What follows belongs to an exercise in optimizing a design on an open flow for small area, a short achievable clock period and few clock cycles per item; a production flow would make more cautious choices.
The RTL was checked by simulation tests, not by an equivalence proof against the original design.

### flow/config.mk
export PLATFORM = sky130hd
export DESIGN_NAME = env_bank
export DESIGN_NICKNAME = env_bank
export VERILOG_FILES = /design/flow/design.v
export SDC_FILE = /design/flow/constraint.sdc
export NUM_CORES = 4
export LEC_CHECK = 0
export CAP_MARGIN = 20
export CORE_MARGIN = 2
export CORE_UTILIZATION = 55
export SLEW_MARGIN = 20
### flow/constraint.sdc
create_clock -name core_clock -period 20.0 [get_ports {clk}]
set_input_delay 4.0000 -clock core_clock [delete_from_list [all_inputs] [get_ports {clk}]]
set_output_delay 4.0000 -clock core_clock [all_outputs]
set_load 0.01 [all_outputs]
### flow/design.v
module fsub_a (
    input  wire [30:0] x,
    input  wire [30:0] w,
    output wire [26:0] dif,
    output wire [7:0]  ex
);
    wire [7:0]  ew = w[30:23];
    wire        zw = (ew == 8'd0);
    wire [7:0]  d  = x[30:23] - ew;
    wire [4:0]  dd = (zw | (d > 8'd27)) ? 5'd27 : d[4:0];
    wire [26:0] ms = zw ? 27'd0 : {1'b1, w[22:0], 3'b000};
    wire [53:0] ext = {ms, 27'd0} >> dd;
    wire [26:0] mal = {ext[53:28], ext[27] | (|ext[26:0])};
    assign dif = {1'b1, x[22:0], 3'b000} - mal;
    assign ex  = x[30:23];
endmodule
module fsub_a_dd (
    input  wire [22:0] fx,
    input  wire [22:0] fw,
    input  wire [4:0]  dd,
    input  wire        zw,
    output wire [26:0] dif
);
    wire [26:0] ms  = zw ? 27'd0 : {1'b1, fw, 3'b000};
    wire [53:0] ext = {ms, 27'd0} >> dd;
    wire [26:0] mal = {ext[53:28], ext[27] | (|ext[26:0])};
    assign dif = {1'b1, fx, 3'b000} - mal;
endmodule
module fsub_al (
    input  wire [22:0] fw,
    input  wire [4:0]  dd,
    input  wire        zw,
    output wire [26:0] mal
);
    wire [26:0] ms  = zw ? 27'd0 : {1'b1, fw, 3'b000};
    wire [53:0] ext = {ms, 27'd0} >> dd;
    assign mal = {ext[53:28], ext[27] | (|ext[26:0])};
endmodule
module fsub_sb (
    input  wire [22:0] fx,
    input  wire [26:0] mal,
    output wire [26:0] dif
);
    assign dif = {1'b1, fx, 3'b000} - mal;
endmodule
module fsub_b1 (
    input  wire [26:0] dif,
    input  wire [7:0]  ex,
    output wire [26:0] nn,
    output wire [9:0]  e,       
    output wire        z
);
    reg  [4:0]  lz;
    integer     i;
    always @* begin
        lz = 5'd27;
        for (i = 0; i <= 26; i = i + 1)
            if (dif[i]) lz = 5'd26 - i[4:0];
    end
    assign nn = dif << lz;
    assign e  = {2'b00, ex} - {5'd0, lz};
    assign z  = (dif == 27'd0);
endmodule
module fsub_b2 (
    input  wire [26:0] nn,
    input  wire [9:0]  e,
    input  wire        z,
    output wire [30:0] y
);
    wire        up  = nn[2] & (nn[1] | nn[0] | nn[3]);
    wire        ovf = up & (&nn[25:3]);
    wire [22:0] fr  = nn[25:3] + {22'd0, up};
    wire [9:0]  ef  = e + {9'd0, ovf};
    assign y = (z | ef[9] | (ef == 10'd0)) ? 31'd0 : {ef[7:0], fr};
endmodule
module fsub_b (
    input  wire [26:0] dif,
    input  wire [7:0]  ex,
    output wire [30:0] y
);
    wire [26:0] nn;
    wire [9:0]  e;
    wire        z;
    fsub_b1 u1 (.dif(dif), .ex(ex), .nn(nn), .e(e), .z(z));
    fsub_b2 u2 (.nn(nn), .e(e), .z(z), .y(y));
endmodule
module fadd_pos_swap (
    input  wire [30:0] a,
    input  wire [30:0] b,
    output wire [7:0]  eb,      
    output wire [22:0] fb,      
    output wire [22:0] fs,      
    output wire [4:0]  dd       
);
    wire        ab  = (a[30:23] >= b[30:23]);
    wire [7:0]  d1  = a[30:23] - b[30:23];
    wire [7:0]  d2  = b[30:23] - a[30:23];
    wire [7:0]  d   = ab ? d1 : d2;
    assign dd = (d > 8'd27) ? 5'd27 : d[4:0];
    assign eb = ab ? a[30:23] : b[30:23];
    assign fb = ab ? a[22:0] : b[22:0];
    assign fs = ab ? b[22:0] : a[22:0];
endmodule
module fadd_pos_add (
    input  wire [22:0] fb,
    input  wire [22:0] fs,
    input  wire [4:0]  dd,
    output wire [27:0] s
);
    wire [53:0] ext = {1'b1, fs, 3'b000, 27'd0} >> dd;
    wire [26:0] mal = {ext[53:28], ext[27] | (|ext[26:0])};
    assign s = {2'b01, fb, 3'b000} + {1'b0, mal};
endmodule
module fadd_pos_round (
    input  wire [7:0]  eb,
    input  wire [27:0] s,
    output wire [30:0] y
);
    wire [26:0] nn  = s[27] ? {s[27:2], s[1] | s[0]} : s[26:0];
    wire        up  = nn[2] & (nn[1] | nn[0] | nn[3]);
    wire        ovf = up & (&nn[25:3]);
    wire [22:0] fr  = nn[25:3] + {22'd0, up};
    wire [7:0]  e   = eb + {7'd0, s[27]} + {7'd0, ovf};
    assign y = {e, fr};
endmodule
module booth_tree (
    input  wire [23:0] a,
    input  wire [23:0] b,
    output wire [47:0] ps,
    output wire [47:0] pc       
);
    wire [26:0] bx = {2'b00, b, 1'b0};    
    wire [47:0] op [0:14];
    reg  [47:0] negs;
    integer j;
    genvar i;
    generate
        for (i = 0; i < 13; i = i + 1) begin : pp
            wire b0 = bx[2*i], b1 = bx[2*i+1], b2 = bx[2*i+2];
            wire one = b0 ^ b1;
            wire two = (b2 & ~b1 & ~b0) | (~b2 & b1 & b0);
            wire neg = b2 & ~(b1 & b0);
            wire [25:0] mag = one ? {2'b00, a} : (two ? {1'b0, a, 1'b0} : 26'd0);
            wire [25:0] pv  = neg ? ~mag : mag;    
            wire [47:0] row = {22'd0, ~neg, pv[24:0]} << (2 * i);
            assign op[i] = row;
        end
    endgenerate
    always @* begin
        negs = 48'd0;
        for (j = 0; j < 13; j = j + 1)
            negs[2*j] = bx[2*j+2] & ~(bx[2*j+1] & bx[2*j]);
    end
    function [47:0] kconst(input dummy);
        integer m;
        reg [47:0] acc;
        begin
            acc = 48'd0;
            for (m = 0; m < 13; m = m + 1)
                acc = acc - (48'd1 << (25 + 2 * m));
            kconst = acc;
        end
    endfunction
    assign op[13] = negs;
    assign op[14] = kconst(1'b0);
    function [95:0] csa(input [47:0] x, input [47:0] y, input [47:0] z);
        reg [47:0] s, c;
        begin
            s = x ^ y ^ z;
            c = {((x[46:0] & y[46:0]) | (x[46:0] & z[46:0]) | (y[46:0] & z[46:0])), 1'b0};
            csa = {c, s};
        end
    endfunction
    wire [95:0] l1a = csa(op[0], op[1], op[2]);
    wire [95:0] l1b = csa(op[3], op[4], op[5]);
    wire [95:0] l1c = csa(op[6], op[7], op[8]);
    wire [95:0] l1d = csa(op[9], op[10], op[11]);
    wire [95:0] l1e = csa(op[12], op[13], op[14]);
    wire [95:0] l2a = csa(l1a[47:0], l1a[95:48], l1b[47:0]);
    wire [95:0] l2b = csa(l1b[95:48], l1c[47:0], l1c[95:48]);
    wire [95:0] l2c = csa(l1d[47:0], l1d[95:48], l1e[47:0]);
    wire [95:0] l3a = csa(l2a[47:0], l2a[95:48], l2b[47:0]);
    wire [95:0] l3b = csa(l2b[95:48], l2c[47:0], l2c[95:48]);
    wire [95:0] l4a = csa(l3a[47:0], l3a[95:48], l3b[47:0]);
    wire [95:0] l5a = csa(l4a[47:0], l4a[95:48], l3b[95:48]);
    wire [95:0] l6a = csa(l5a[47:0], l5a[95:48], l1e[95:48]);
    assign ps = l6a[47:0];
    assign pc = l6a[95:48];
endmodule
module mul_add (
    input  wire [47:0] ps,
    input  wire [47:0] pc,
    output wire [25:0] ph,      
    output wire        pst      
);
    wire [47:0] p = ps + pc;
    assign ph  = p[47:22];
    assign pst = |p[21:0];
endmodule
module mul_round (
    input  wire [25:0] ph,
    input  wire        pst,
    input  wire [9:0]  e,
    input  wire        z,
    output wire [30:0] w,
    output wire [4:0]  dd,      
    output wire        zw       
);
    wire        nhi = ph[25];
    wire [23:0] nm  = nhi ? ph[25:2] : ph[24:1];
    wire        ng  = nhi ? ph[1] : ph[0];
    wire        ns  = nhi ? (ph[0] | pst) : pst;
    wire        nup = ng & (ns | nm[0]);
    wire        ovf = nup & (&nm[22:0]);
    wire [22:0] fr  = nm[22:0] + {22'd0, nup};
    wire [9:0]  ne  = e + {9'd0, nhi} + {9'd0, ovf};
    assign zw = z | ne[9] | (ne == 10'd0);
    assign w  = zw ? 31'd0 : {ne[7:0], fr};
    wire [9:0]  dl = 10'd127 - ne;
    assign dd = (zw | (dl > 10'd27)) ? 5'd27 : dl[4:0];
endmodule
module srt_iter (
    input  wire [27:0] ws,
    input  wire [27:0] wc,
    input  wire [3:0]  y,       
    input  wire [23:0] d,
    output wire [27:0] ws_o,
    output wire [27:0] wc_o,
    output wire [3:0]  y_o,
    output wire        qp,
    output wire        qn
);
    wire [27:0] s2 = {ws[26:0], 1'b0};
    wire [27:0] c2 = {wc[26:0], 1'b0};
    wire        q1 = ~y[3];
    wire        qm = y[3] & ~(y == 4'b1111);
    wire [27:0] dd = {3'b000, d, 1'b0};
    wire [27:0] t  = q1 ? ~dd : (qm ? dd : 28'd0);
    wire [27:0] mj = (s2 & c2) | (s2 & t) | (c2 & t);
    assign ws_o = s2 ^ c2 ^ t;
    assign wc_o = {mj[26:0], q1};
    assign qp = q1;
    assign qn = qm;
    wire [27:0] tp = ~dd;
    wire [27:0] tm = dd;
    wire [3:0]  yp = (s2[26:23] ^ c2[26:23] ^ tp[26:23])
                   + ((s2[25:22] & c2[25:22]) | (s2[25:22] & tp[25:22]) | (c2[25:22] & tp[25:22]));
    wire [3:0]  ym = (s2[26:23] ^ c2[26:23] ^ tm[26:23])
                   + ((s2[25:22] & c2[25:22]) | (s2[25:22] & tm[25:22]) | (c2[25:22] & tm[25:22]));
    wire [3:0]  yz = (s2[26:23] ^ c2[26:23]) + (s2[25:22] & c2[25:22]);
    assign y_o = q1 ? yp : (qm ? ym : yz);
endmodule
module srt_div_pipe #(
    parameter SW  = 16,    
    parameter IPS = 4,     
    parameter VW  = 4      
) (
    input  wire          clk,
    input  wire          rst,
    input  wire [23:0]   x,
    input  wire [22:0]   d,       
    input  wire [SW-1:0] si,
    input  wire [7:0]    en,      
    input  wire [7:0]    ed,      
    input  wire          sdx,     
    input  wire          ss,
    output wire [9:0]    xe,      
    output wire          nz,      
    output wire [27:0]   ws,
    output wire [27:0]   wc,
    output wire [25:0]   qp,
    output wire [25:0]   qn,
    output wire [22:0]   dq,
    output wire [SW-1:0] so
);
    localparam NIT = 26;
    localparam NS  = (NIT + IPS - 1) / IPS;
    reg  [27:0]   r_ws [0:NS-1];
    reg  [27:0]   r_wc [0:NS-1];
    reg  [3:0]    r_y  [0:NS-1];
    reg  [25:0]   r_qp [0:NS-1];
    reg  [25:0]   r_qn [0:NS-1];
    reg  [22:0]   r_d  [0:NS-1];
    reg  [SW-1:0] r_s  [0:NS-1];
    reg  [9:0]    r_xe [0:NS-1];
    reg           r_nz [0:NS-1];
    wire [27:0] i_ws [0:NIT];
    wire [27:0] i_wc [0:NIT];
    wire [3:0]  i_y  [0:NIT];
    wire [25:0] i_qp [0:NIT];
    wire [25:0] i_qn [0:NIT];
    genvar i, k;
    generate
        for (i = 0; i < NIT; i = i + 1) begin : it
            wire [27:0] a_ws, a_wc;
            wire [3:0]  a_y;
            wire [25:0] a_qp, a_qn;
            wire [22:0] a_d;
            if (i == 0) begin : first
                assign a_ws = {4'd0, x};
                assign a_wc = 28'd0;
                assign a_y  = {3'b000, x[23]};
                assign a_qp = 26'd0;
                assign a_qn = 26'd0;
                assign a_d  = d;
            end else if (i % IPS == 0) begin : fromreg
                assign a_ws = r_ws[i/IPS-1];
                assign a_wc = r_wc[i/IPS-1];
                assign a_y  = r_y[i/IPS-1];
                assign a_qp = r_qp[i/IPS-1];
                assign a_qn = r_qn[i/IPS-1];
                assign a_d  = r_d[i/IPS-1];
            end else begin : chain
                assign a_ws = i_ws[i];
                assign a_wc = i_wc[i];
                assign a_y  = i_y[i];
                assign a_qp = i_qp[i];
                assign a_qn = i_qn[i];
                if (i < IPS) begin : s0
                    assign a_d = d;
                end else begin : sn
                    assign a_d = r_d[i/IPS-1];
                end
            end
            wire qpb, qnb;
            srt_iter u (.ws(a_ws), .wc(a_wc), .y(a_y), .d({1'b1, a_d}),
                        .ws_o(i_ws[i+1]), .wc_o(i_wc[i+1]), .y_o(i_y[i+1]),
                        .qp(qpb), .qn(qnb));
            assign i_qp[i+1] = {a_qp[24:0], qpb};
            assign i_qn[i+1] = {a_qn[24:0], qnb};
        end
        for (k = 0; k < NS; k = k + 1) begin : st
            localparam LAST = ((k + 1) * IPS > NIT) ? NIT : (k + 1) * IPS;
            always @(posedge clk) begin
                r_ws[k] <= i_ws[LAST];
                r_wc[k] <= i_wc[LAST];
                r_y[k]  <= i_y[LAST];
                r_qp[k] <= i_qp[LAST];
                r_qn[k] <= i_qn[LAST];
                if (k == 0) begin
                    r_d[k]  <= d;
                    r_s[k]  <= si;
                    r_xe[k] <= sdx ? {1'b0, ss, ed} : {2'b00, en} - {2'b00, ed} + 10'd126;
                    r_nz[k] <= (en == 8'd0);
                end else begin
                    r_d[k]  <= r_d[k-1];
                    r_s[k]  <= r_s[k-1];
                    r_xe[k] <= r_xe[k-1];
                    r_nz[k] <= r_nz[k-1];
                end
                if (rst)
                    r_s[k][VW-1:0] <= {VW{1'b0}};
            end
        end
    endgenerate
    assign ws = r_ws[NS-1];
    assign wc = r_wc[NS-1];
    assign qp = r_qp[NS-1];
    assign qn = r_qn[NS-1];
    assign dq = r_d[NS-1];
    assign so = r_s[NS-1];
    assign xe = r_xe[NS-1];
    assign nz = r_nz[NS-1];
endmodule
module srt_fin_a (
    input  wire [27:0] ws,
    input  wire [27:0] wc,
    input  wire [25:0] qp,
    input  wire [25:0] qn,
    input  wire [22:0] d,
    output wire [25:0] q0,      
    output wire [25:0] q1,      
    output wire        neg,     
    output wire        st       
);
    wire [27:0] fr   = ws + wc;
    assign neg = fr[27];
    wire        rz   = ((ws ^ wc) == {(ws[26:0] | wc[26:0]), 1'b0});
    wire [27:0] dd   = {3'b000, 1'b1, d, 1'b0};
    wire [27:0] xs   = ws ^ wc ^ dd;
    wire [27:0] xc   = {((ws[26:0] & wc[26:0]) | (ws[26:0] & dd[26:0]) | (wc[26:0] & dd[26:0])), 1'b0};
    wire        rzd  = ((xs ^ xc) == {(xs[26:0] | xc[26:0]), 1'b0});
    assign st = neg ? ~rzd : ~rz;
    assign q0 = qp - qn;
    assign q1 = qp + ~qn;
endmodule
module srt_fin_b (
    input  wire [25:0] q0,
    input  wire [25:0] q1,
    input  wire        neg,
    input  wire        st,
    input  wire [9:0]  xe,
    input  wire        nz,
    output wire [30:0] y
);
    wire [25:0] q    = neg ? q1 : q0;
    wire        fhi  = q[25];
    wire [23:0] fm   = fhi ? q[25:2] : q[24:1];
    wire        fg   = fhi ? q[1] : q[0];
    wire        fs   = st | (fhi & q[0]);
    wire        fup  = fg & (fs | fm[0]);
    wire        ovf  = fup & (&fm[22:0]);
    wire [22:0] fr   = fm[22:0] + {22'd0, fup};
    wire [9:0]  fe   = xe + {9'd0, fhi} + {9'd0, ovf};
    assign y = (nz | fe[9] | (fe == 10'd0)) ? 31'd0 : {fe[7:0], fr};
endmodule
module u32_norm (
    input  wire [31:0] g,
    output wire [23:0] nh,
    output wire        up,
    output wire [4:0]  p,
    output wire        z
);
    reg [4:0] lz;
    integer i;
    always @* begin
        lz = 5'd0;
        for (i = 0; i < 32; i = i + 1)
            if (g[i]) lz = 5'd31 - i[4:0];
    end
    wire [31:0] n = g << lz;
    assign nh = n[31:8];
    assign up = n[7] & (n[8] | (|n[6:0]));
    assign p  = 5'd31 - lz;
    assign z  = (g == 32'd0);
endmodule
module ts_prod (
    input  wire [23:0] nh,
    input  wire        up,
    output wire [30:0] pr
);
    wire [31:0] o1 = {1'b0, nh, 7'd0};
    wire [31:0] o2 = ~{6'd0, nh, 2'd0};
    wire [31:0] o3 = {8'd0, nh};
    wire [31:0] o4 = up ? 32'd125 : 32'd0;
    wire [31:0] s1 = o1 ^ o2 ^ o3;
    wire [31:0] c1 = {((o1[30:0] & o2[30:0]) | (o1[30:0] & o3[30:0]) | (o2[30:0] & o3[30:0])), 1'b1};
    wire [31:0] s2 = s1 ^ c1 ^ o4;
    wire [31:0] c2 = {((s1[30:0] & c1[30:0]) | (s1[30:0] & o4[30:0]) | (c1[30:0] & o4[30:0])), 1'b0};
    wire [31:0] sum = s2 + c2;
    assign pr = sum[30:0];
endmodule
module ts_round (
    input  wire [30:0] pr,
    input  wire [4:0]  p,
    input  wire        z,
    output wire [30:0] t,
    output wire        ovf      
);
    wire        hi  = pr[30];
    wire [23:0] mt  = hi ? pr[30:7] : pr[29:6];
    wire        g2  = hi ? pr[6] : pr[5];
    wire        s2b = hi ? (|pr[5:0]) : (|pr[4:0]);
    wire        up2 = g2 & (s2b | mt[0]);
    assign ovf = up2 & (&mt[22:0]);
    wire [22:0] fr  = mt[22:0] + {22'd0, up2};
    wire [7:0]  e   = 8'd121 + {3'd0, p} + {7'd0, hi} + {7'd0, ovf};
    assign t = z ? 31'd0 : {e, fr};
endmodule
module env_bank (
    input  wire        clk,
    input  wire        rst,
    input  wire        cmd_valid,
    output wire        cmd_ready,
    input  wire [2:0]  cmd_op,
    input  wire [1:0]  cmd_env,
    input  wire [31:0] cmd_data,
    output reg         res_valid,
    output reg  [31:0] res_level,
    output reg         res_done
);
    localparam [2:0] OP_ATTACK = 3'd0, OP_DECAY = 3'd1, OP_SUSTAIN = 3'd2,
                     OP_TRIGGER = 3'd3, OP_STOP = 3'd4, OP_AGE = 3'd5,
                     OP_LEVEL = 3'd6, OP_STEP = 3'd7;
    localparam [31:0] F_ZERO     = 32'h00000000;
    localparam [31:0] F_ONE      = 32'h3F800000;   
    localparam [31:0] F_TIME_MIN = 32'h3DCCCCCD;   
    localparam [31:0] F_THRESH   = 32'h3A83126F;   
    localparam [31:0] F_A_RESET  = 32'h3F800000;   
    function automatic [31:0] daz(input [31:0] x);
        daz = (x[30:23] == 8'd0) ? {x[31], 31'd0} : x;
    endfunction
    function automatic flt_lt(input [31:0] p, input [31:0] q);
        reg [31:0] pp, qq;
        begin
            pp = daz(p);
            qq = daz(q);
            if (pp[30:0] == 31'd0 && qq[30:0] == 31'd0)
                flt_lt = 1'b0;
            else if (pp[31] != qq[31])
                flt_lt = pp[31];
            else if (pp[31])
                flt_lt = pp[30:0] > qq[30:0];
            else
                flt_lt = pp[30:0] < qq[30:0];
        end
    endfunction
    reg rs;
    always @(posedge clk) rs <= rst;
    reg        c_v, c_ph, rdy;
    reg [2:0]  c_op;
    reg [1:0]  c_env;
    reg [31:0] c_data;
    assign cmd_ready = rdy;
    wire acc    = cmd_valid & rdy;
    wire c_hold = c_v & (c_op == OP_SUSTAIN) & ~c_ph;
    always @(posedge clk) begin
        if (rst) begin
            c_v  <= 1'b0;
            c_ph <= 1'b0;
            rdy  <= 1'b1;
        end else if (c_hold) begin
            c_ph <= 1'b1;
            rdy  <= 1'b1;
        end else begin
            c_v  <= acc;
            c_ph <= 1'b0;
            rdy  <= ~(acc & (cmd_op == OP_SUSTAIN));
        end
        if (!c_hold) begin
            c_op  <= cmd_op;
            c_env <= cmd_env;
        end
        c_data <= cmd_data;
    end
    reg [30:0] env_a   [0:3];
    reg [30:0] env_d   [0:3];
    reg [31:0] env_s   [0:3];
    reg [31:0] env_age [0:3];
    reg [3:0]  env_act;
    reg [31:0] cache   [0:3];
    wire [30:0] a_e   = env_a[c_env];
    wire [30:0] d_e   = env_d[c_env];
    wire [31:0] age_e = env_age[c_env];
    wire        act_e = env_act[c_env];
    wire c_att  = (c_op == OP_ATTACK);
    wire c_dec  = (c_op == OP_DECAY);
    wire c_sus  = (c_op == OP_SUSTAIN);
    wire c_trg  = (c_op == OP_TRIGGER);
    wire c_stp  = (c_op == OP_STOP);
    wire c_age  = (c_op == OP_AGE);
    wire c_lvl  = (c_op == OP_LEVEL);
    wire c_step = (c_op == OP_STEP);
    wire [31:0] tcl   = flt_lt(c_data, F_TIME_MIN) ? F_TIME_MIN : c_data;
    wire [31:0] s_lo  = flt_lt(c_data, F_ZERO) ? F_ZERO : c_data;
    wire [31:0] s_cl  = flt_lt(F_ONE, s_lo) ? F_ONE : s_lo;
    wire [31:0] age_inc = (&age_e) ? age_e : age_e + 32'd1;
    reg        i_ev, i_res, i_sd, i_zw;    
    reg        i_step, i_act, i_ss;
    reg [1:0]  i_env;
    reg [31:0] i_g;
    reg [30:0] i_a, i_d;
    integer k;
    always @(posedge clk) begin
        i_ev   <= 1'b0;
        i_res  <= 1'b0;
        i_sd   <= 1'b0;
        i_zw   <= 1'b0;
        i_step <= c_step;
        i_act  <= act_e;
        i_env  <= c_env;
        i_ss   <= s_cl[31];
        i_g    <= c_step ? age_inc : (c_age ? c_data : age_e);
        i_a    <= c_att ? tcl[30:0] : a_e;
        i_d    <= (c_sus & ~c_ph) ? s_cl[30:0] : (c_dec ? tcl[30:0] : d_e);
        if (rs) begin
            env_act <= 4'd0;
            for (k = 0; k < 4; k = k + 1) begin
                env_a[k]   <= F_A_RESET[30:0];
                env_d[k]   <= F_TIME_MIN[30:0];
                env_age[k] <= 32'd0;
            end
        end else if (c_v) begin
            i_ev  <= act_e & (c_att | c_dec | c_age | c_lvl | c_step | (c_sus & c_ph));
            i_res <= c_lvl | c_step;
            i_sd  <= c_sus & ~c_ph;
            i_zw  <= c_trg;
            case (c_op)
                OP_ATTACK:  env_a[c_env] <= tcl[30:0];
                OP_DECAY:   env_d[c_env] <= tcl[30:0];
                OP_TRIGGER: begin
                    env_age[c_env] <= 32'd0;
                    env_act[c_env] <= 1'b1;
                end
                OP_STOP:    env_act[c_env] <= 1'b0;
                OP_AGE:     env_age[c_env] <= c_data;
                OP_STEP:    env_age[c_env] <= age_inc;
                default: ;
            endcase
        end
    end
    wire [23:0] nh1;
    wire        up1, z1;
    wire [4:0]  p1;
    wire [7:0]  eb1;
    wire [22:0] fb1, fs1;
    wire [4:0]  dd1;
    u32_norm      u_norm (.g(i_g), .nh(nh1), .up(up1), .p(p1), .z(z1));
    fadd_pos_swap u_adsw (.a(i_a), .b(i_d), .eb(eb1), .fb(fb1), .fs(fs1), .dd(dd1));
    reg        e1_ev, e1_res, e1_sd, e1_zw;
    reg        e1_step, e1_act, e1_ss, e1_z, e1_up;
    reg [1:0]  e1_env;
    reg [23:0] e1_nh;
    reg [4:0]  e1_p;
    reg [7:0]  e1_eb;
    reg [22:0] e1_fb, e1_fs;
    reg [4:0]  e1_dd;
    reg [30:0] e1_a, e1_d;
    always @(posedge clk) begin
        {e1_ev, e1_res, e1_sd, e1_zw} <= rs ? 4'd0 : {i_ev, i_res, i_sd, i_zw};
        {e1_step, e1_act, e1_ss, e1_env} <= {i_step, i_act, i_ss, i_env};
        e1_nh <= nh1;  e1_up <= up1;  e1_p <= p1;  e1_z <= z1;
        e1_eb <= eb1;  e1_fb <= fb1;  e1_fs <= fs1;  e1_dd <= dd1;
        e1_a <= i_a;  e1_d <= i_d;
    end
    wire [30:0] pr2;
    wire [27:0] sa2;
    ts_prod      u_tsp (.nh(e1_nh), .up(e1_up), .pr(pr2));
    fadd_pos_add u_ada (.fb(e1_fb), .fs(e1_fs), .dd(e1_dd), .s(sa2));
    reg        e2_ev, e2_res, e2_sd, e2_zw;
    reg        e2_step, e2_act, e2_ss, e2_z;
    reg [1:0]  e2_env;
    reg [30:0] e2_pr;
    reg [4:0]  e2_p;
    reg [7:0]  e2_eb;
    reg [27:0] e2_sa;
    reg [30:0] e2_a, e2_d;
    always @(posedge clk) begin
        {e2_ev, e2_res, e2_sd, e2_zw} <= rs ? 4'd0 : {e1_ev, e1_res, e1_sd, e1_zw};
        {e2_step, e2_act, e2_ss, e2_env} <= {e1_step, e1_act, e1_ss, e1_env};
        e2_pr <= pr2;  e2_p <= e1_p;  e2_z <= e1_z;
        e2_eb <= e1_eb;  e2_sa <= sa2;
        e2_a <= e1_a;  e2_d <= e1_d;
    end
    wire [30:0] t3, ad3;
    wire        tov3;
    ts_round       u_tsr (.pr(e2_pr), .p(e2_p), .z(e2_z), .t(t3), .ovf(tov3));
    fadd_pos_round u_adr (.eb(e2_eb), .s(e2_sa), .y(ad3));
    wire [9:0]  db3  = 10'd121 + {5'd0, e2_p} + {9'd0, e2_pr[30]} - {2'b00, e2_a[30:23]};
    wire [9:0]  db31 = db3 + 10'd1;
    wire [4:0]  dd3  = (db3 > 10'd27) ? 5'd27 : db3[4:0];
    wire [4:0]  dd31 = (db31 > 10'd27) ? 5'd27 : db31[4:0];
    wire        zw3  = (e2_a[30:23] == 8'd0);
    reg        e3_ev, e3_res, e3_sd, e3_zw;
    reg        e3_step, e3_act, e3_ss, e3_zwa;
    reg [1:0]  e3_env;
    reg [4:0]  e3_dd, e3_dd1;
    reg        e3_tov;
    reg [30:0] e3_t, e3_ad, e3_a, e3_d;
    always @(posedge clk) begin
        e3_dd <= dd3;  e3_dd1 <= dd31;  e3_tov <= tov3;  e3_zwa <= zw3;
        {e3_ev, e3_res, e3_sd, e3_zw} <= rs ? 4'd0 : {e2_ev, e2_res, e2_sd, e2_zw};
        {e3_step, e3_act, e3_ss, e3_env} <= {e2_step, e2_act, e2_ss, e2_env};
        e3_t <= t3;  e3_ad <= ad3;  e3_a <= e2_a;  e3_d <= e2_d;
    end
    wire        att4 = (e3_t < e3_a) & ~e3_sd;
    wire        sus4 = ~(e3_t < e3_a) & ~(e3_t < e3_ad);
    wire [26:0] mal4;
    fsub_al u_tmal (.fw(e3_a[22:0]), .dd(e3_tov ? e3_dd1 : e3_dd), .zw(e3_zwa), .mal(mal4));
    reg        e4_ev, e4_res, e4_sd, e4_zw;
    reg        e4_step, e4_act, e4_ss, e4_att, e4_sus;
    reg [1:0]  e4_env;
    reg [26:0] e4_mal;
    reg [30:0] e4_t, e4_dv;
    always @(posedge clk) begin
        {e4_ev, e4_res, e4_sd, e4_zw} <= rs ? 4'd0 : {e3_ev, e3_res, e3_sd, e3_zw};
        {e4_step, e4_act, e4_ss, e4_env} <= {e3_step, e3_act, e3_ss, e3_env};
        e4_att <= att4;
        e4_sus <= sus4;
        e4_mal <= mal4;
        e4_t   <= e3_t;
        e4_dv  <= att4 ? e3_a : e3_d;
    end
    wire [26:0] dif5;
    fsub_sb u_tmsb (.fx(e4_t[22:0]), .mal(e4_att ? 27'd0 : e4_mal), .dif(dif5));
    reg        e5_ev, e5_res, e5_sd, e5_zw;
    reg        e5_step, e5_act, e5_ss, e5_att, e5_sus;
    reg [1:0]  e5_env;
    reg [26:0] e5_dif;
    reg [7:0]  e5_ex;
    reg [30:0] e5_dv;
    always @(posedge clk) begin
        {e5_ev, e5_res, e5_sd, e5_zw} <= rs ? 4'd0 : {e4_ev, e4_res, e4_sd, e4_zw};
        {e5_step, e5_act, e5_ss, e5_env, e5_att, e5_sus} <= {e4_step, e4_act, e4_ss, e4_env, e4_att, e4_sus};
        e5_dif <= dif5;
        e5_ex  <= e4_t[30:23];
        e5_dv  <= e4_dv;
    end
    wire [26:0] nn6;
    wire [9:0]  ee6;
    wire        z6;
    fsub_b1 u_tmb1 (.dif(e5_dif), .ex(e5_ex), .nn(nn6), .e(ee6), .z(z6));
    reg        e6_ev, e6_res, e6_sd, e6_zw;
    reg        e6_step, e6_act, e6_ss, e6_att, e6_sus, e6_z;
    reg [1:0]  e6_env;
    reg [26:0] e6_nn;
    reg [9:0]  e6_e;
    reg [30:0] e6_dv;
    always @(posedge clk) begin
        {e6_ev, e6_res, e6_sd, e6_zw} <= rs ? 4'd0 : {e5_ev, e5_res, e5_sd, e5_zw};
        {e6_step, e6_act, e6_ss, e6_env, e6_att, e6_sus} <= {e5_step, e5_act, e5_ss, e5_env, e5_att, e5_sus};
        e6_nn <= nn6;  e6_e <= ee6;  e6_z <= z6;
        e6_dv <= e5_dv;
    end
    wire [30:0] num7;
    fsub_b2 u_tmb2 (.nn(e6_nn), .e(e6_e), .z(e6_z), .y(num7));
    reg        e7_ev, e7_res, e7_sd, e7_zw;
    reg        e7_step, e7_act, e7_ss, e7_att, e7_sus;
    reg [1:0]  e7_env;
    reg [30:0] e7_num, e7_dv;
    always @(posedge clk) begin
        {e7_ev, e7_res, e7_sd, e7_zw} <= rs ? 4'd0 : {e6_ev, e6_res, e6_sd, e6_zw};
        {e7_step, e7_act, e7_ss, e7_env, e7_att, e7_sus} <= {e6_step, e6_act, e6_ss, e6_env, e6_att, e6_sus};
        e7_num <= num7;
        e7_dv  <= e6_dv;
    end
    localparam SW = 10;
    wire [27:0]   dws, dwc;
    wire [25:0]   dqp, dqn;
    wire [22:0]   ddq;
    wire [SW-1:0] dso;
    wire [9:0]    d_xe;
    wire          d_nz;
    srt_div_pipe #(.SW(SW), .IPS(2), .VW(4)) u_div (
        .clk(clk), .rst(rs), .x({1'b1, e7_num[22:0]}), .d(e7_dv[22:0]),
        .si({e7_step, e7_act, e7_env, e7_att, e7_sus, e7_ev, e7_res, e7_sd, e7_zw}),
        .en(e7_num[30:23]), .ed(e7_dv[30:23]), .sdx(e7_sd), .ss(e7_ss), .xe(d_xe), .nz(d_nz),
        .ws(dws), .wc(dwc), .qp(dqp), .qn(dqn), .dq(ddq), .so(dso));
    wire       d_step = dso[9], d_act = dso[8];
    wire [1:0] d_env  = dso[7:6];
    wire       d_att  = dso[5], d_sus = dso[4];
    wire       d_ev   = dso[3], d_res = dso[2], d_sd = dso[1], d_zw = dso[0];
    wire [25:0] fq0, fq1;
    wire        fneg, fst;
    srt_fin_a u_fa (.ws(dws), .wc(dwc), .qp(dqp), .qn(dqn), .d(ddq),
                    .q0(fq0), .q1(fq1), .neg(fneg), .st(fst));
    wire [31:0] s_f = env_s[d_env];
    always @(posedge clk) begin
        if (rs) begin
            for (k = 0; k < 4; k = k + 1)
                env_s[k] <= F_ZERO;
        end else if (d_sd)
            env_s[d_env] <= {d_xe[8:0], ddq};
    end
    reg        f_ev, f_res, f_zw;
    reg        f_step, f_act, f_att, f_dec, f_nz, f_st, f_neg;
    reg [1:0]  f_env;
    reg [25:0] f_q0, f_q1;
    reg [9:0]  f_xe;
    reg [31:0] f_s;
    always @(posedge clk) begin
        {f_ev, f_res, f_zw} <= rs ? 3'd0 : {d_ev, d_res, d_zw};
        {f_step, f_act, f_env, f_att} <= {d_step, d_act, d_env, d_att};
        f_dec  <= ~d_att & ~d_sus;
        f_q0 <= fq0;  f_q1 <= fq1;  f_neg <= fneg;  f_st <= fst;  f_xe <= d_xe;  f_nz <= d_nz;
        f_s    <= s_f;
    end
    wire [30:0] q2;
    srt_fin_b u_fb (.q0(f_q0), .q1(f_q1), .neg(f_neg), .st(f_st), .xe(f_xe), .nz(f_nz), .y(q2));
    wire [26:0] vdif;
    wire [7:0]  vex;
    fsub_a u_omsa (.x(F_ONE[30:0]), .w(f_s[31] ? 31'd0 : f_s[30:0]), .dif(vdif), .ex(vex));
    reg        h_ev, h_res, h_zw;
    reg        h_step, h_act, h_att, h_dec;
    reg [1:0]  h_env;
    reg [30:0] h_q;
    reg [26:0] h_vdif;
    reg [31:0] h_s;
    always @(posedge clk) begin
        {h_ev, h_res, h_zw} <= rs ? 3'd0 : {f_ev, f_res, f_zw};
        {h_step, h_act, h_env, h_att, h_dec} <= {f_step, f_act, f_env, f_att, f_dec};
        h_q    <= q2;
        h_vdif <= vdif;
        h_s    <= f_s;
    end
    wire [30:0] v2;
    fsub_b u_omsb (.dif(h_vdif), .ex(F_ONE[30:23]), .y(v2));
    reg        g_ev, g_res, g_zw;
    reg        g_step, g_act, g_att, g_dec;
    reg [1:0]  g_env;
    reg [30:0] g_q, g_v;
    reg [31:0] g_alt;
    always @(posedge clk) begin
        {g_ev, g_res, g_zw} <= rs ? 3'd0 : {h_ev, h_res, h_zw};
        {g_step, g_act, g_env, g_att, g_dec} <= {h_step, h_act, h_env, h_att, h_dec};
        g_q   <= h_q;
        g_v   <= v2;
        g_alt <= h_att ? {1'b0, h_q} : h_s;
    end
    wire [47:0] mps, mpc;
    booth_tree u_mul (.a({1'b1, g_v[22:0]}), .b({1'b1, g_q[22:0]}), .ps(mps), .pc(mpc));
    reg        m_ev, m_res, m_zw;
    reg        m_step, m_act, m_att, m_dec, m_z;
    reg [1:0]  m_env;
    reg [47:0] m_ps, m_pc;
    reg [9:0]  m_e;
    reg [31:0] m_alt;
    always @(posedge clk) begin
        {m_ev, m_res, m_zw} <= rs ? 3'd0 : {g_ev, g_res, g_zw};
        {m_step, m_act, m_env, m_att, m_dec} <= {g_step, g_act, g_env, g_att, g_dec};
        m_ps <= mps;  m_pc <= mpc;
        m_e  <= {2'b00, g_v[30:23]} + {2'b00, g_q[30:23]} - 10'd127;
        m_z  <= (g_v[30:23] == 8'd0) | (g_q[30:23] == 8'd0);
        m_alt <= g_alt;
    end
    wire [25:0] ph2;
    wire        pst2;
    mul_add u_madd (.ps(m_ps), .pc(m_pc), .ph(ph2), .pst(pst2));
    reg        o_ev, o_res, o_zw;
    reg        o_step, o_act, o_att, o_dec, o_z;
    reg [1:0]  o_env;
    reg [25:0] o_ph;
    reg        o_pst;
    reg [9:0]  o_e;
    reg [31:0] o_alt;
    always @(posedge clk) begin
        {o_ev, o_res, o_zw} <= rs ? 3'd0 : {m_ev, m_res, m_zw};
        {o_step, o_act, o_env, o_att, o_dec} <= {m_step, m_act, m_env, m_att, m_dec};
        o_ph <= ph2;  o_pst <= pst2;  o_e <= m_e;  o_z <= m_z;
        o_alt <= m_alt;
    end
    wire [30:0] w2;
    wire [4:0]  wdd2;
    wire        wz2;
    mul_round u_mrnd (.ph(o_ph), .pst(o_pst), .e(o_e), .z(o_z), .w(w2), .dd(wdd2), .zw(wz2));
    reg        n_ev, n_res, n_zw;
    reg        n_step, n_act, n_att, n_dec;
    reg [1:0]  n_env;
    reg [30:0] n_w;
    reg [4:0]  n_dd;
    reg        n_wz;
    reg [31:0] n_alt;
    always @(posedge clk) begin
        {n_ev, n_res, n_zw} <= rs ? 3'd0 : {o_ev, o_res, o_zw};
        {n_step, n_act, n_env, n_att, n_dec} <= {o_step, o_act, o_env, o_att, o_dec};
        n_w   <= w2;
        n_dd  <= wdd2;
        n_wz  <= wz2;
        n_alt <= o_alt;
    end
    wire [26:0] ldif;
    fsub_a_dd u_omwa (.fx(F_ONE[22:0]), .fw(n_w[22:0]), .dd(n_dd), .zw(n_wz), .dif(ldif));
    reg        p_ev, p_res, p_zw;
    reg        p_step, p_act, p_att, p_dec;
    reg [1:0]  p_env;
    reg [26:0] p_dif;
    reg [31:0] p_alt;
    always @(posedge clk) begin
        {p_ev, p_res, p_zw} <= rs ? 3'd0 : {n_ev, n_res, n_zw};
        {p_step, p_act, p_env, p_att, p_dec} <= {n_step, n_act, n_env, n_att, n_dec};
        p_dif <= ldif;
        p_alt <= n_alt;
    end
    wire [30:0] lv;
    fsub_b u_omwb (.dif(p_dif), .ex(F_ONE[30:23]), .y(lv));
    reg        l_ev, l_res, l_zw;
    reg        l_step, l_act, l_att;
    reg [1:0]  l_env;
    reg [31:0] l_lvl;
    always @(posedge clk) begin
        {l_ev, l_res, l_zw} <= rs ? 3'd0 : {p_ev, p_res, p_zw};
        {l_step, l_act, l_env, l_att} <= {p_step, p_act, p_env, p_att};
        l_lvl <= p_dec ? {1'b0, lv} : p_alt;
    end
    wire o_done = ~l_att & ~(~l_lvl[31] & (l_lvl[30:0] > F_THRESH[30:0]));
    always @(posedge clk) begin
        res_valid <= (rst | rs) ? 1'b0 : l_res;
        res_level <= ~l_act ? F_ZERO : (l_step ? cache[l_env] : l_lvl);
        res_done  <= ~l_act | o_done;
        if (l_ev)
            cache[l_env] <= l_lvl;
        else if (l_zw)
            cache[l_env] <= F_ZERO;
    end
endmodule
### flow/flow/run.sh
#!/bin/bash
set -euo pipefail
export BUFFER_PORTS_ARGS="-buffer_cell sky130_fd_sc_hd__buf_4"
bash standard.sh > standard.log 2>&1
### flow/standard.sh
#!/bin/bash
# synth_recipe.tcl (not shown) runs the flow's synth.tcl, then flattens the netlist and writes it again
# the make line also repeats each setting of config.mk as NAME=value (left out here)
make -C /OpenROAD-flow-scripts/flow DESIGN_CONFIG=/design/flow/config.mk WORK_HOME=/design/flow/orfs CLKGATE_MAP_FILE= SYNTH_SCRIPT=/design/flow/synth_recipe.tcl "${@:-finish}"
==> results_tabular.tex, run 1 <==
\begin{tabular}{lr}
\hline
Metric & Value \\
\hline
\multicolumn{2}{l}{\textbf{Outcome}} \\
Status & timing/DRC/antenna clean \\
\multicolumn{2}{l}{\textbf{Routing}} \\
Number of remaining DRC errors & 0 \\
Antenna viol nets, final & 0 \\
Ratio of routed vias to standard cells & 5.53 \\
Vias & 117000 \\
1st-pass router iterations & 7 \\
Initial DRC Count & 8918 \\
Overall routed net length & 438000 um \\
Post-DR wirelength/cell & 20.7 um \\
\multicolumn{2}{l}{\textbf{Logic synthesis}} \\
Synth Flop Type & sky130\_fd\_sc\_hd\_\_dfxtp\_1 \\
Number of flops mapped to enable cells by yosys & 637 \\
Post-synthesis instance area & 181000 sq um \\
Cell count after synthesis & 16600 \\
Cell type contributing the most total cell area after synthesis & sky130\_fd\_sc\_hd\_\_dfxtp\_1 \\
Total of flip-flops plus latches after synthesis & 3900 \\
Count of different cell masters after synthesis & 126 \\
Post-Syn Area per Cell & 10.9 sq um \\
Portion of the post-synthesis area used by sequential elements & 46.7\% \\
Top post-synthesis cells by area & sky130\_fd\_sc\_hd\_\_dfxtp\_1 (36\%), sky130\_fd\_sc\_hd\_\_fa\_1 (11\%), sky130\_fd\_sc\_hd\_\_edfxtp\_1 (11\%) \\
Number of nets in the synthesized netlist & 18600 \\
Total number of yosys warnings & 23 \\
Async SR Flop Fraction & 0\% \\
Portion of synthesized cell area occupied by the leading cell type & 36.1\% \\
\multicolumn{2}{l}{\textbf{Cells and area}} \\
Fill count & 27200 \\
Synthesis-to-layout area growth & 10.3\% \\
Layout net count & 18500 \\
Share of cells above drive strength 1 & 9.19\% \\
\multicolumn{2}{l}{\textbf{CTS}} \\
Clock tree from TritonCTS & done \\
H-Tree Level Count & 5 \\
Number of hold buffers added after cts & 0 \\
Post CTS Setup Buffer Count & 0 \\
Clock-pin slew reported for the worst setup and hold paths after clock tree synthesis & 0.06 ns \\
Root Buffer & sky130\_fd\_sc\_hd\_\_clkbuf\_16 \\
Number of gates resized after CTS & 0 \\
Skew-Pair Late Insertion Delay & 0.98 ns \\
Buffer depth of the longest clock path & 4 \\
Inserted Clock Buffers & 397 \\
Clock sink count & 3900 \\
\multicolumn{2}{l}{\textbf{Setup path}} \\
Critical path required time & 20.81 ns \\
Type of destination of the critical path & flop \\
Endpoint of the worst-slack reg-to-reg timing path & g\_v[27] \\
Reg2Reg Setup Slack & 13.79 ns \\
Setup CP Type & reg2reg \\
Launching element type of the critical path & flop \\
Data arrival at the endpoint of the critical path & 7.02 ns \\
Count of cells along the worst register-to-register path & 17 \\
Worst reg2reg startpoint & h\_vdif[2] \\
Startpoint of the worst setup timing path & h\_vdif[2] \\
Top fanout value on the critical path & 38 \\
\multicolumn{2}{l}{\textbf{Global route}} \\
Pin count of the biggest net entering global routing & 79 \\
Via count of the first global-routing pass & 118000 \\
Total gr overflow & 0 \\
Global-route wire length before repair & 688000 um \\
Overall track demand over capacity in global routing & 26.3\% \\
Antenna violations before repair & 25 \\
\multicolumn{2}{l}{\textbf{Die}} \\
Height of the die & 577 um \\
Total die area & 333000 sq um \\
Die boundary width & 577 um \\
Effective utilization at floorplan & 55.2\% \\
Number of rows in the core area & 210 \\
Placeable Area & 327000 sq um \\
IO Pins & 75 \\
\multicolumn{2}{l}{\textbf{Timing}} \\
Post-route minimum period & 6.21 ns \\
Worst slew margin & 19.5\% \\
Final setup vio count & 0 \\
Post-Route Skew & 0.0951 ns \\
Summed negative setup slack over all endpoints & 0 ns \\
Unrepaired setup endpoints after global routing & false \\
Count of final max-slew check failures & 0 \\
Final hold violation count & 0 \\
Share of the clock period used by the worst path & 31.0\% \\
Highest attainable clock frequency & 161 MHz \\
Worst Max-Slew Pin Slew & 1.20 ns \\
\multicolumn{2}{l}{\textbf{Place}} \\
Gp weighted congestion & 0.920 \\
Detailed placer's ending HPWL & 319000 um \\
Number of port buffers & 74 \\
\multicolumn{2}{l}{\textbf{Hold path}} \\
Hold Crit Start & u\_div.r\_s[2][5] \\
Hold path endpoint & u\_div.r\_s[3][5] \\
Type of the most critical hold path & reg2reg \\
Number of cells on the worst hold path & 0 \\
\multicolumn{2}{l}{\textbf{Flow run}} \\
Max-Cap Viols & 0 \\
\hline
\end{tabular}
-- cell type report --
type / count / area [sq um] / area share (%)
Tap cell: 4346 / 5440 / 2.73
Sequential cell: 3900 / 84500 / 42.4
Clock inverter: 173 / 2200 / 1.10
Inverter: 1411 / 5300 / 2.66
Antenna cell: 13 / 32.5 / 0.0163
Multi-Input combinational cell: 10500 / 88100 / 44.2
Clock buffer: 563 / 11500 / 5.77
Timing Repair Buffer: 292 / 2200 / 1.10
-- layout by cell type, fill, tap and decap left out, types with 33 or more instances in the layout --
master,count
sky130_fd_sc_hd__a211oi_1,144
sky130_fd_sc_hd__a21o_1,147
sky130_fd_sc_hd__a21oi_1,659
sky130_fd_sc_hd__a22o_1,34
sky130_fd_sc_hd__a22oi_1,242
sky130_fd_sc_hd__a31oi_1,83
sky130_fd_sc_hd__and2_1,270
sky130_fd_sc_hd__and3_1,132
sky130_fd_sc_hd__buf_4,291
sky130_fd_sc_hd__bufinv_16,33
sky130_fd_sc_hd__clkbuf_1,83
sky130_fd_sc_hd__clkbuf_16,407
sky130_fd_sc_hd__clkbuf_8,72
sky130_fd_sc_hd__clkinv_2,66
sky130_fd_sc_hd__dfxtp_1,3252
sky130_fd_sc_hd__edfxtp_1,637
sky130_fd_sc_hd__fa_1,998
sky130_fd_sc_hd__ha_1,934
sky130_fd_sc_hd__inv_1,1394
sky130_fd_sc_hd__mux2_2,216
sky130_fd_sc_hd__mux2i_1,386
sky130_fd_sc_hd__mux4_2,205
sky130_fd_sc_hd__nand2_1,1147
sky130_fd_sc_hd__nand2b_1,152
sky130_fd_sc_hd__nand3_1,409
sky130_fd_sc_hd__nand4_1,92
sky130_fd_sc_hd__nor2_1,996
sky130_fd_sc_hd__nor2b_1,268
sky130_fd_sc_hd__nor3_1,171
sky130_fd_sc_hd__nor4_1,67
sky130_fd_sc_hd__o211ai_1,44
sky130_fd_sc_hd__o21a_1,41
sky130_fd_sc_hd__o21ai_0,973
sky130_fd_sc_hd__o21bai_1,67
sky130_fd_sc_hd__o22ai_1,80
sky130_fd_sc_hd__or3_1,37
sky130_fd_sc_hd__xnor2_1,629
sky130_fd_sc_hd__xor2_1,265
-- worst max-delay path by stage --
| stage | end | slack, ns | cells after the start |
|---|---|---|---|
| floorplan | m_ps[20] | 15.05 | 16 |
| global placement | g_v[27] | 13.96 | 17 |
| detailed placement | g_v[27] | 13.94 | 17 |
| CTS | g_v[27] | 13.91 | 17 |
| global route | g_v[27] | 13.26 | 17 |
| finish | g_v[27] | 13.79 | 17 |
-- through the flow --
step	cells	utilization [%]	cell area [sq um]	hold WS (ns)	setup WS, ns
global placement	20500	56.7	185000	0.310	13.96
detailed placement	20500	56.7	185000	0.312	13.94
floorplan	16600	-	181000	0.310	15.05
global route	21200	60.9	199000	0.297	13.26
CTS	21200	60.9	199000	0.292	13.91
finish	21200	60.9	199000	0.296	13.79
-- kinds of logic (layout without fill, tap and decap cells) --
kind of cell	after synthesis	count (layout)	share of synthesized area (%)
compound gates	2891	2891	9.95
xor+xnor	906	906	4.39
fa+ha+maj	1932	1932	17.5
flops	3900	3900	46.7
mux	812	812	6.07
buf+inv	2208	2439	4.69
other cells	0	13	0
simple gates	3973	3973	10.6
-- routing by layer --
metal,vias to the layer above,share of wire [%],global-route usage (%)
met5,-,0,0
li1,56300,-,-
met3,864,5.4,3.20
met4,0,4.0,9.82
met2,3340,47,43.5
met1,56800,44,35.4
-- worst max-delay path, cell delays in order (launching register included) --
cell and delay (ns):
sky130_fd_sc_hd__dfxtp_1 0.57, sky130_fd_sc_hd__nor2_1 0.13, sky130_fd_sc_hd__o31ai_1 0.30, sky130_fd_sc_hd__a211oi_1 0.16
sky130_fd_sc_hd__o211ai_1 0.35, sky130_fd_sc_hd__nand2_2 0.56, sky130_fd_sc_hd__inv_2 0.71, sky130_fd_sc_hd__a21oi_1 0.26
sky130_fd_sc_hd__mux2_2 0.33, sky130_fd_sc_hd__a32oi_1 0.18, sky130_fd_sc_hd__o21ai_0 0.29, sky130_fd_sc_hd__nor4b_1 0.64
sky130_fd_sc_hd__nand4b_1 0.16, sky130_fd_sc_hd__nor4_1 0.60, sky130_fd_sc_hd__ha_1 0.33, sky130_fd_sc_hd__ha_1 0.25
sky130_fd_sc_hd__a31oi_1 0.11, sky130_fd_sc_hd__a21oi_1 0.15
-- cells in the mapped netlist, types with 176 or more instances --
cell type / n
sky130_fd_sc_hd__clkbuf_1: 648
sky130_fd_sc_hd__nor3_1: 176
sky130_fd_sc_hd__nand3_1: 409
sky130_fd_sc_hd__mux4_2: 205
sky130_fd_sc_hd__inv_1: 1394
sky130_fd_sc_hd__nor2_1: 1009
sky130_fd_sc_hd__xnor2_1: 641
sky130_fd_sc_hd__ha_1: 934
sky130_fd_sc_hd__nand2_1: 1149
sky130_fd_sc_hd__edfxtp_1: 637
sky130_fd_sc_hd__o21ai_0: 973
sky130_fd_sc_hd__dfxtp_1: 3263
sky130_fd_sc_hd__nor2b_1: 272
sky130_fd_sc_hd__mux2i_1: 388
sky130_fd_sc_hd__a21oi_1: 664
sky130_fd_sc_hd__mux2_2: 216
sky130_fd_sc_hd__and2_1: 270
sky130_fd_sc_hd__xor2_1: 265
sky130_fd_sc_hd__fa_1: 998
sky130_fd_sc_hd__a22oi_1: 243
-- registers in the layout (all words and copies together) (netlist names), 128 cells and up, named ones only --
signal,cells
u_div.r_qn,169
u_div.r_xe,130
u_div.r_wc,313
u_div.r_ws,340
u_div.r_s,130
env_age,128
u_div.r_d,299
env_s,128
cache,128
u_div.r_qp,156
Testbench counts, summed over its fixed seeds: cycles 20,098, items 19,200.
==> inputs of run 2 (changes only) <==
==> flow/run.sh (new file) <==
#!/bin/bash
# synth_recipe.tcl (not shown) runs the flow's synth.tcl, then flattens the netlist and writes it again
# the make line also repeats each setting of config.mk as NAME=value (left out here)
make -C /OpenROAD-flow-scripts/flow DESIGN_CONFIG=/design/flow/config.mk WORK_HOME=/design/flow/orfs CLKGATE_MAP_FILE= SYNTH_SCRIPT=/design/flow/synth_recipe.tcl finish
--- a/flow/config.mk
+++ b/flow/config.mk
@@ -6,6 +6,6 @@
 export NUM_CORES = 4
 export LEC_CHECK = 0
-export CAP_MARGIN = 20
+export CAP_MARGIN = 50
 export CORE_MARGIN = 2
 export CORE_UTILIZATION = 55
-export SLEW_MARGIN = 20
+export SLEW_MARGIN = 60
removed: flow/flow/run.sh
removed: flow/standard.sh
==> run 2 against run 1 <==
Net effect:
- final cell count up 0.13%
- via count about the same
- area after synthesis unchanged
- critical path depth down 16
- wire length up 0.21%
- sequential cell count unchanged
- final area up 0.62%
- synthesized cell count unchanged
- utilization up 0.38 points
- non-clock buffer count up 36
- critical endpoint is now res_level[27]
- highest routed layer unchanged
==> results_tabular.tex, run 2 <==
\begin{tabular}{lr}
\hline
Metric & Value \\
\hline
\multicolumn{2}{l}{\textbf{Die}} \\
Placeable Area & 327000 sq um (unchanged) \\
Number of rows in the core area & 210 (unchanged) \\
Effective utilization at floorplan & 55.2\% (unchanged) \\
Die boundary width & 577 um (unchanged) \\
IO Pins & 75 (unchanged) \\
Height of the die & 577 um (unchanged) \\
Total die area & 333000 sq um (unchanged) \\
\multicolumn{2}{l}{\textbf{Logic synthesis}} \\
Top cell types by occurrence after synthesis & sky130\_fd\_sc\_hd\_\_dfxtp\_1 (3263), sky130\_fd\_sc\_hd\_\_inv\_1 (1394), sky130\_fd\_sc\_hd\_\_nand2\_1 (1149) (unchanged) \\
Cell count after synthesis & 16600 (unchanged) \\
Top post-synthesis cells by area & sky130\_fd\_sc\_hd\_\_dfxtp\_1 (36\%), sky130\_fd\_sc\_hd\_\_fa\_1 (11\%), sky130\_fd\_sc\_hd\_\_edfxtp\_1 (11\%) (unchanged) \\
Post-Syn Area per Cell & 10.9 sq um (unchanged) \\
Post-synthesis instance area & 181000 sq um (unchanged) \\
Total number of yosys warnings & 23 (unchanged) \\
Total of flip-flops plus latches after synthesis & 3900 (unchanged) \\
Number of nets in the synthesized netlist & 18600 (unchanged) \\
Synth Flop Type & sky130\_fd\_sc\_hd\_\_dfxtp\_1 (unchanged) \\
Portion of synthesized cell area occupied by the leading cell type & 36.1\% (unchanged) \\
Library cell with the highest instance count after synthesis & sky130\_fd\_sc\_hd\_\_dfxtp\_1 (unchanged) \\
Async SR Flop Fraction & 0\% (unchanged) \\
Number of flops mapped to enable cells by yosys & 637 (unchanged) \\
Count of different cell masters after synthesis & 126 (unchanged) \\
Portion of the post-synthesis area used by sequential elements & 46.7\% (unchanged) \\
Cell type contributing the most total cell area after synthesis & sky130\_fd\_sc\_hd\_\_dfxtp\_1 (unchanged) \\
\multicolumn{2}{l}{\textbf{Setup path}} \\
Longest individual stage delay on the worst path & 0.55 ns (was 0.71 ns) \\
Number of logic stages on the critical path including buffering & 1 (was 17) \\
Critical path required time & 16.00 ns (was 20.81 ns) \\
Top fanout value on the critical path & 1 (was 38) \\
Data arrival at the endpoint of the critical path & 1.88 ns (was 7.02 ns) \\
Reg2Reg Setup Slack & 14.46 ns (was 13.79 ns) \\
Setup CP Type & reg2out (was reg2reg) \\
Count of cells along the worst register-to-register path & 19 (was 17) \\
Type of destination of the critical path & output port (was flop) \\
Worst reg2reg startpoint & f\_s[24] (was h\_vdif[2]) \\
Endpoint of the worst-slack reg-to-reg timing path & h\_vdif[26] (was g\_v[27]) \\
Cell Chain, Critical Path & clkdlybuf4s50\_1 (was nor2\_1 -> o31ai\_1 -> a211oi\_1 -> o211ai\_1 -> nand2\_2 -> inv\_2 -> a21oi\_1 -> mux2\_2 -> a32oi\_1 -> o21ai\_0 -> nor4b\_1 -> nand4b\_1 -> nor4\_1 -> ha\_1 -> ha\_1 -> a31oi\_1 -> a21oi\_1) \\
Cell family with the largest share of critical-path delay & buffers and inverters (was simple AND/OR/NAND/NOR gates) \\
Total buffers and inverters traversed by the critical path & 1 (unchanged) \\
Slowest stage cell, crit path & sky130\_fd\_sc\_hd\_\_clkdlybuf4s50\_1 (was sky130\_fd\_sc\_hd\_\_inv\_2) \\
Launching element type of the critical path & flop (unchanged) \\
\multicolumn{2}{l}{\textbf{Cells and area}} \\
Synthesis-to-layout area growth & 10.9\% (was 10.3\%) \\
Layout net count & 18500 (about the same) \\
Share of cells above drive strength 1 & 9.65\% (was 9.19\%) \\
Register with the most flip-flops & u\_div.r\_ws (unchanged) \\
Number of flip-flops under the largest register name & 340 (unchanged) \\
Number of standard cells in the layout, taps in and fillers out & 21200 (about the same) \\
Post-Layout Inst Area & 200000 sq um (was 199000 sq um) \\
Area of all sequential standard cells & 84500 sq um (about the same) \\
Fill count & 27000 (was 27200) \\
Most frequent standard cell in the layout excluding fill and tap cells & sky130\_fd\_sc\_hd\_\_dfxtp\_1 (unchanged) \\
Top library cells by usage in the layout, fill and taps aside & sky130\_fd\_sc\_hd\_\_dfxtp\_1 (3231), sky130\_fd\_sc\_hd\_\_inv\_1 (1389), sky130\_fd\_sc\_hd\_\_nand2\_1 (1137) (was sky130\_fd\_sc\_hd\_\_dfxtp\_1 (3252), sky130\_fd\_sc\_hd\_\_inv\_1 (1394), sky130\_fd\_sc\_hd\_\_nand2\_1 (1147)) \\
Footprint of the multi-input gates & 88800 sq um (was 88100 sq um) \\
Registers with the most flip-flops & u\_div.r\_ws x340, u\_div.r\_wc x313, u\_div.r\_d x299 (unchanged) \\
\multicolumn{2}{l}{\textbf{Global route}} \\
Via count of the first global-routing pass & 118000 (about the same) \\
Pin count of the biggest net entering global routing & 99 (was 79) \\
Global-route wire length before repair & 690000 um (was 688000 um) \\
Overall track demand over capacity in global routing & 26.3\% (about the same) \\
Total gr overflow & 0 (unchanged) \\
Antenna violations before repair & 13 (was 25) \\
\multicolumn{2}{l}{\textbf{CTS}} \\
Root Buffer & sky130\_fd\_sc\_hd\_\_clkbuf\_16 (unchanged) \\
Skew-Pair Late Insertion Delay & 0.96 ns (was 0.98 ns) \\
Clock-pin slew reported for the worst setup and hold paths after clock tree synthesis & 0.06 ns (about the same) \\
Clock sink count & 3900 (unchanged) \\
Number of hold buffers added after cts & 0 (unchanged) \\
Number of gates resized after CTS & 0 (unchanged) \\
Post CTS Setup Buffer Count & 0 (unchanged) \\
Clock tree from TritonCTS & done (unchanged) \\
H-Tree Level Count & 5 (unchanged) \\
Inserted Clock Buffers & 395 (was 397) \\
Buffer depth of the longest clock path & 4 (unchanged) \\
\multicolumn{2}{l}{\textbf{Hold path}} \\
Number of cells on the worst hold path & 0 (unchanged) \\
Hold Crit Start & n\_alt[25] (was u\_div.r\_s[2][5]) \\
Type of the most critical hold path & reg2reg (unchanged) \\
Hold path endpoint & p\_alt[25] (was u\_div.r\_s[3][5]) \\
\multicolumn{2}{l}{\textbf{Outcome}} \\
Status & timing/DRC/antenna clean (unchanged) \\
\multicolumn{2}{l}{\textbf{Timing}} \\
Final setup vio count & 0 (unchanged) \\
Final hold violation count & 0 (unchanged) \\
Highest attainable clock frequency & 170 MHz (was 161 MHz) \\
Summed negative setup slack over all endpoints & 0 ns (unchanged) \\
Count of final max-slew check failures & 0 (unchanged) \\
Share of the clock period used by the worst path & 29.4\% (was 31.0\%) \\
Unrepaired setup endpoints after global routing & false (unchanged) \\
Post-Route Skew & 0.0636 ns (was 0.0951 ns) \\
Worst Max-Slew Pin Slew & 0.634 ns (was 1.20 ns) \\
Post-route minimum period & 5.88 ns (was 6.21 ns) \\
Smallest hold slack & 0.285 ns (was 0.296 ns) \\
Worst slew margin & 57.5\% (was 19.5\%) \\
\multicolumn{2}{l}{\textbf{Routing}} \\
Met2 wire length & 206000 um (was 205000 um) \\
1st-pass router iterations & 9 (was 7) \\
Met3 wire length & 25600 um (was 23600 um) \\
Post-DR wirelength/cell & 20.7 um (about the same) \\
Overall routed net length & 439000 um (was 438000 um) \\
Number of remaining DRC errors & 0 (unchanged) \\
Highest signal layer in the routed design & met4 (unchanged) \\
Initial DRC Count & 9149 (was 8918) \\
Detailed-routing wirelength on met1 & 192000 um (about the same) \\
Antenna viol nets, final & 0 (unchanged) \\
Ratio of routed vias to standard cells & 5.52 (was 5.53) \\
Vias & 117000 (about the same) \\
\multicolumn{2}{l}{\textbf{Place}} \\
Detailed placer's ending HPWL & 321000 um (was 319000 um) \\
Number of cells in the design after placement & 20500 (about the same) \\
Number of port buffers & 74 (unchanged) \\
Area post-placement & 187000 sq um (was 185000 sq um) \\
Gp weighted congestion & 0.937 (was 0.920) \\
\multicolumn{2}{l}{\textbf{Flow run}} \\
Max-Cap Viols & 0 (unchanged) \\
\hline
\end{tabular}
## run 2: cell counts after synthesis
No cell type changed its count.
## run 2: area by class of cell
| class | count | area share [%] |
|---|---|---|
| Antenna cell | 11 | 0.0137 |
| Clock buffer | 560 | 5.72 |
| Clock inverter | 170 | 1.03 |
| Inverter | 1411 | 2.65 |
| Multi-Input combinational cell | 10500 | 44.3 |
| Sequential cell | 3900 | 42.1 |
| Tap cell | 4346 | 2.71 |
| Timing Repair Buffer | 328 | 1.43 |
## run 2: kinds of logic after synthesis
logic type               after synthesis  synth area share, %
buffers and inverters               2208                 4.69
AO/OA/AOI/OAI                       2891                 9.95
XOR/XNOR                             906                 4.39
AND/OR/NAND/NOR                     3973                 10.6
adder cells (fa/ha/maj)             1932                 17.5
multiplexers                         812                 6.07
flip-flops                          3900                 46.7
## run 2: how the worst max path moves through the flow
stage | slack [ns] | startpoint | endpoint
after floorplan | 15.05 | g_q[5] | m_ps[20]
after global placement | 14.12 | h_vdif[2] | g_v[25]
after detailed placement | 14.58 | h_vdif[2] | g_v[25]
after CTS | 14.04 | res_level[28] | res_level[28]
after global routing | 14.00 | f_s[24] | h_vdif[26]
final | 14.12 | res_level[27] | res_level[27]
## run 2: metal layers
metal | vias up | track usage (%)
met3 | 769 | 4.08
li1 | 56400 | -
met5 | - | 0
met4 | 0 | 8.32
met2 | 3255 | 43.5
met1 | 56800 | 35.5
## run 2: per-stage QoR
stage | worst slack, ns | utilization, %
final | 14.12 | 61.3
after global routing | 14.00 | 61.3
after CTS | 14.04 | 61.1
after detailed placement | 14.58 | 57.0
after global placement | 14.12 | 56.8
after floorplan | 15.05 | -

==> separate check: timing with driven ports <==
No port has a modelled driver above. Below, the same layouts with a new extraction and two added sets of constraints. Step 1 sets driving cells, clkbuf_16 on the clock port and buf_2 on the other inputs (assumed; they add their load-dependent delay and slew). Step 2 adds t to the input delays and takes it off the output delays; t is the mean of the earliest and latest rising clock arrival at the registers after step 1. Input paths then give back, and output paths get back, about the clock's delay inside the block. a / b / c = ideal / step 1 / step 2; a / b = the first two.
| run | shift t [ns] | setup WS [ns] | worst setup path at the end | slew at the worst register clock pin (ns) | worst data-port slew with drivers (ns) |
|---|---|---|---|---|---|
| run 1 | 1.022 | 13.793 / 13.793 / 13.793 | register to register | 0.07 / 0.07 | 0.08 |
| run 2 | 1.028 | 14.120 / 14.022 / 14.460 | register to register | 0.07 / 0.07 | 0.06 |
After both steps every run listed still meets setup and hold.
